Context: an optimization exercise on an open-source flow, tuned for small area. The choices shown serve that exercise and are no tape-out recipe.
Function was checked by simulation only, so behaviour that the tests miss may differ from the original.
No activity file was given, so power comes from the tool's default toggle rates.

## sensor_core
module sensor_core (
    input  wire        clk,
    input  wire        rst,             
    input  wire        start,
    input  wire [15:0] desc,
    input  wire        ld_we,           
    input  wire        ld_len_we,       
    input  wire        ld_tx,           
    input  wire [4:0]  ld_addr,
    input  wire [7:0]  ld_data,
    input  wire [6:0]  rd_addr,
    output reg  [15:0] rd_data,
    output wire [15:0] status,
    output wire [2:0]  ph,
    output wire        bus_req,
    output wire [6:0]  bus_addr,
    output wire [3:0]  bus_wlen,
    output wire [63:0] bus_wdata,
    output wire [5:0]  bus_rlen,
    input  wire        bus_rvalid,
    input  wire [7:0]  bus_rdata,
    input  wire        bus_done,
    input  wire        bus_err,
    output wire        tmr_run,
    input  wire        tmr_exp
);
==> flow/config.mk <==
export PLATFORM = sky130hd
export DESIGN_NAME = sensor_core
export DESIGN_NICKNAME = sensor_core
export VERILOG_FILES = /design/flow/design.v
export SDC_FILE = /design/flow/constraint.sdc
export NUM_CORES = 4
export LEC_CHECK = 0
export CAP_MARGIN = 20
export CORE_MARGIN = 2
export CORE_UTILIZATION = 60
export SLEW_MARGIN = 20
export SYNTH_HIERARCHICAL = 1
==> flow/constraint.sdc <==
create_clock -name core_clock -period 10.0 [get_ports {clk}]
set_input_delay 2.0000 -clock core_clock [delete_from_list [all_inputs] [get_ports {clk}]]
set_output_delay 2.0000 -clock core_clock [all_outputs]
set_load 0.01 [all_outputs]
standard.sh (not shown) runs the stock make flow with config.mk's settings and CLKGATE_MAP_FILE= SYNTH_SCRIPT=/design/flow/synth_recipe.tcl, a recipe that flattens the netlist after the stock synthesis.
==> flow/flow/run.sh <==
#!/bin/bash
# Own flow: the standard layout (standard.sh) with these changes:
#  - synthesis: ABC maps the combinational logic with the area-oriented script
#    in area.abc instead of ORFS's speed script.  Registers are mapped by ORFS's
#    dfflibmap before ABC runs, so they keep the standard synthesis's cells and
#    names; everything else in synthesis is the standard flow's own script.
#  - port buffers: every input and output port still gets a buffer, but the
#    smallest buffer cell is used.
#  - clock tree: the arguments in cts.args (no dummy loads, larger clusters).
# Every tool's output goes to a log file in the work folder:
#   synth.log (yosys, via make synth), layout.log (the rest, via make finish);
#   ORFS's per-step logs are under orfs/logs/.
set -euo pipefail
W=$(pwd)
F=$W/flow
# ORFS's synth.tcl with only the ABC call changed
sed 's|log_cmd abc {\*}\$abc_args|log_cmd abc -script '"$F"'/area.abc {*}$lib_args {*}$lib_dont_use_args|' \
    "$FLOW_HOME/scripts/synth.tcl" > "$W/synth_area.tcl"
grep -q 'area.abc' "$W/synth_area.tcl"
# The standard flow's synthesis script (synth -nofsm -noshare, flatten, rename), sourcing the copy above
sed "s|\$::env(SCRIPTS_DIR)/synth.tcl|$W/synth_area.tcl|" synth_recipe.tcl > "$W/own_synth.tcl"
grep -q 'synth_area.tcl' "$W/own_synth.tcl"
bash standard.sh SYNTH_SCRIPT="$W/own_synth.tcl" synth > "$W/synth.log" 2>&1
bash standard.sh "BUFFER_PORTS_ARGS=-buffer_cell sky130_fd_sc_hd__buf_1" \
    "CTS_ARGS=$(tr '\n' ' ' < "$F/cts.args")" finish > "$W/layout.log" 2>&1
test -f "$W/out/final.def"
==> flow/flow/area.abc <==
strash
&get -n
&fraig -x
&put
scorr
dc2
strash
&get -n
&deepsyn -T 20
&put
dch -f
amap
==> flow/flow/cts.args <==
-sink_clustering_enable -repair_clock_nets -dont_use_dummy_load -sink_clustering_size 16 -sink_clustering_max_diameter 50 -buf_list {sky130_fd_sc_hd__clkbuf_8}
Then changed:
- CORE_UTILIZATION: 60 -> 40
Result: The new run completed without violations. Synthesized cell count is unchanged. Maximum frequency went up by 4.9%. Setup slack improved by 0.42 ns. Power grows by 1.5%. Hold slack hardly moves. Clock-buffer cell count goes up by 6. Final area goes up by 1.7%. Synthesized area does not change. Via count is about the same. First-iteration DRC count decreases by 12%. Critical path depth grows by 4.
Then changed:
- CORE_UTILIZATION: 40 -> 70
Outcome:
- register-to-register slack is worse by 0.35 ns
- total power fell slightly
- cell area fell slightly
- non-clock buffer count fell by 2
- combinational power is about the same
- worst setup slack is worse by 0.35 ns
- critical path depth rose by 2
- utilization rose by 32 points
- first-iteration DRC count rose by well over a third
- wire length fell by a few percent
Then changed:
==> flow/flow/cts.args (replaced) <==
-sink_clustering_enable -repair_clock_nets -dont_use_dummy_load -sink_clustering_size 20 -sink_clustering_max_diameter 60 -buf_list {sky130_fd_sc_hd__clkbuf_8}
- CORE_UTILIZATION: 70 -> 40
The new run ran to the end with no violations.
Design area goes up by 1.1%.
Synthesized cell count stays the same.
Hold slack degrades by 0.0041 ns.
Clock power falls by about 6%.
Then changed:
--- a/flow/flow/run.sh
+++ b/flow/flow/run.sh
@@ -9 +9,2 @@
-#  - clock tree: the arguments in cts.args (no dummy loads, larger clusters).
+#  - clock tree: the arguments in cts.args (no dummy loads; clkbuf_8 leaf
+#    buffers in clusters of at most 16 sinks and 50 um).
==> flow/flow/cts.args (replaced) <==
-sink_clustering_enable -repair_clock_nets -dont_use_dummy_load -sink_clustering_size 16 -sink_clustering_max_diameter 50 -buf_list {sky130_fd_sc_hd__clkbuf_8}
- CORE_UTILIZATION: 40 -> 60
- GPL_TIMING_DRIVEN: default -> 0
Routed wire length went down by 8.7%. Area after synthesis does not change. Maximum frequency went down by 6.2%. Worst setup slack gets worse by 0.57 ns. Count of clock-buffer cells in the layout went up by 5. Utilization went up by 23 points. Combinational power went up by about 3%. Synthesized cell count stays the same. Via count went down by 0.95%.
Then changed:
--- a/flow/flow/run.sh
+++ b/flow/flow/run.sh
@@ -9,2 +9 @@
-#  - clock tree: the arguments in cts.args (no dummy loads; clkbuf_8 leaf
-#    buffers in clusters of at most 16 sinks and 50 um).
+#  - clock tree: the arguments in cts.args (no dummy loads, larger clusters).
==> flow/flow/cts.args (replaced) <==
-sink_clustering_enable -repair_clock_nets -dont_use_dummy_load -sink_clustering_size 12 -sink_clustering_max_diameter 50 -buf_list {sky130_fd_sc_hd__clkbuf_4 sky130_fd_sc_hd__clkbuf_8}
- CORE_UTILIZATION: 60 -> 40
- GPL_TIMING_DRIVEN: 0 -> default
What happened:
- The new run completed with no timing, DRC or antenna violations
- sequential cell count stays the same
- utilization fell by 22 points
- clock-buffer cell count grows by 20
- area after synthesis is unchanged
- maximum frequency climbs by 5.9%
- hold slack gains 0.0061 ns
- sequential power stays flat


sensor_core, a different RTL version from the one above (not shown whole).
For scale: about 590 flip-flops, about 170 I/O pins, roughly 29000 µm² of cells after synthesis.
Design sensor_core, start of the top module:
module sensor_core (
    input  wire        clk,
    input  wire        rst,             
    input  wire        start,
    input  wire [15:0] desc,
    input  wire        ld_we,           
    input  wire        ld_len_we,       
    input  wire        ld_tx,           
    input  wire [4:0]  ld_addr,
    input  wire [7:0]  ld_data,
    input  wire [6:0]  rd_addr,
    output reg  [15:0] rd_data,
    output wire [15:0] status,
    output wire [2:0]  ph,
    output wire        bus_req,
    output wire [6:0]  bus_addr,
    output wire [3:0]  bus_wlen,
    output wire [63:0] bus_wdata,
    output wire [5:0]  bus_rlen,
    input  wire        bus_rvalid,
    input  wire [7:0]  bus_rdata,
    input  wire        bus_done,
    input  wire        bus_err,
    output wire        tmr_run,
    input  wire        tmr_exp
);
make LEC_CHECK=0 CAP_MARGIN=20 CORE_MARGIN=2 CORE_UTILIZATION=40 SLEW_MARGIN=20 finish   # period 10.0 ns
run.sh (not shown) runs the stock make flow with config.mk's settings and CLKGATE_MAP_FILE= SYNTH_SCRIPT=/design/flow/synth_recipe.tcl, a recipe that flattens the netlist after the stock synthesis.
Stock flow here: none of the scripts above is used.
The first run passed the timing, DRC and antenna checks.
Change:
==> flow/flow/run.sh (new file) <==
#!/bin/bash
# Own flow: the standard layout (standard.sh) with these changes:
#  - synthesis: ABC maps the combinational logic with the area-oriented script
#    in area.abc instead of ORFS's speed script.  Registers are mapped by ORFS's
#    dfflibmap before ABC runs, so they keep the standard synthesis's cells and
#    names; everything else in synthesis is the standard flow's own script.
#  - port buffers: every input and output port still gets a buffer, but the
#    smallest buffer cell is used.
#  - clock tree: the arguments in cts.args (no dummy loads, larger clusters).
# Every tool's output goes to a log file in the work folder:
#   synth.log (yosys, via make synth), layout.log (the rest, via make finish);
#   ORFS's per-step logs are under orfs/logs/.
set -euo pipefail
W=$(pwd)
F=$W/flow
# ORFS's synth.tcl with only the ABC call changed
sed 's|log_cmd abc {\*}\$abc_args|log_cmd abc -script '"$F"'/area.abc {*}$lib_args {*}$lib_dont_use_args|' \
    "$FLOW_HOME/scripts/synth.tcl" > "$W/synth_area.tcl"
grep -q 'area.abc' "$W/synth_area.tcl"
# The standard flow's synthesis script (synth -nofsm -noshare, flatten, rename), sourcing the copy above
sed "s|\$::env(SCRIPTS_DIR)/synth.tcl|$W/synth_area.tcl|" synth_recipe.tcl > "$W/own_synth.tcl"
grep -q 'synth_area.tcl' "$W/own_synth.tcl"
bash standard.sh SYNTH_SCRIPT="$W/own_synth.tcl" synth > "$W/synth.log" 2>&1
bash standard.sh "BUFFER_PORTS_ARGS=-buffer_cell sky130_fd_sc_hd__buf_1" \
    "CTS_ARGS=$(tr '\n' ' ' < "$F/cts.args")" finish > "$W/layout.log" 2>&1
test -f "$W/out/final.def"
==> flow/flow/area.abc (new file) <==
strash
&get -n
&fraig -x
&put
scorr
dc2
strash
dch -f
amap
==> flow/flow/cts.args (new file) <==
-sink_clustering_enable -repair_clock_nets -dont_use_dummy_load -sink_clustering_size 30 -sink_clustering_max_diameter 80 -buf_list {sky130_fd_sc_hd__clkbuf_8 sky130_fd_sc_hd__clkbuf_16}
==> flow/standard.sh (new file) <==
#!/bin/bash
# synth_recipe.tcl (not shown) runs the flow's synth.tcl, then flattens the netlist and writes it again
# the make line also repeats each setting of config.mk as NAME=value (left out here)
make -C /OpenROAD-flow-scripts/flow DESIGN_CONFIG=/design/flow/config.mk WORK_HOME=/design/flow/orfs CLKGATE_MAP_FILE= SYNTH_SCRIPT=/design/flow/synth_recipe.tcl "${@:-finish}"
removed: flow/run.sh
The changed run completed with no timing, DRC or antenna violations.
Sequential share of layout area goes up by 8.9 points.
Die area goes down by 11%.
Synthesized cell count goes down by 18%.
Design area goes down by about 15%.
Register-to-register slack loses 1.2 ns.
Area after synthesis goes down by 11%.
Setup slack loses 0.38 ns.
Worst hold slack gains 0.026 ns.

## re-timing with driven ports
In the flow no input, the clock included, has a driving cell. The finished layouts below were timed again as built, in two steps.
Step 1 assumes that a clkbuf_16 drives the clock port and a buf_2 every other input.
Step 2, shift: input delay + t, output delay - t, t = (earliest + latest rising clock arrival at the registers) / 2. This alone moves slack from input paths to output paths.
Three values: ideal ports, drivers, drivers and shift; two values: the first two.
| run | t (ns) | setup WS [ns] | clock arrival spread, ns | worst register clock-pin slew, ns | cell pins on the clock port's net |
|---|---|---|---|---|---|
| the first run of note 1 | 0.697 | 1.009 / 1.009 / 0.707 | 0.081 / 0.081 | 0.10 / 0.10 | 1 |
| the second run of note 1 | 0.728 | 1.427 / 1.427 / 0.906 | 0.137 / 0.137 | 0.10 / 0.10 | 1 |
| the third run of note 1 | 0.693 | 1.078 / 1.078 / 0.498 | 0.067 / 0.067 | 0.10 / 0.10 | 1 |
| the fourth run of note 1 | 0.690 | 1.448 / 1.448 / 0.897 | 0.112 / 0.112 | 0.12 / 0.12 | 1 |
| the fifth run of note 1 | 0.680 | 0.879 / 0.879 / 0.268 | 0.088 / 0.088 | 0.11 / 0.11 | 1 |
| the sixth run of note 1 | 0.696 | 1.389 / 1.389 / 0.865 | 0.090 / 0.089 | 0.08 / 0.08 | 1 |
| the first run of note 2 | 0.685 | 1.555 / 1.527 / 1.527 | 0.033 / 0.033 | 0.06 / 0.06 | 1 |
| the second run of note 2 | 0.664 | 1.171 / 1.113 / 0.562 | 0.104 / 0.104 | 0.11 / 0.11 | 1 |
After both steps setup and hold are still met in every run listed. The setup slack of the fifth run of note 1, which loses most, moves by 0.000 ns with the drivers and by -0.611 ns with both steps.
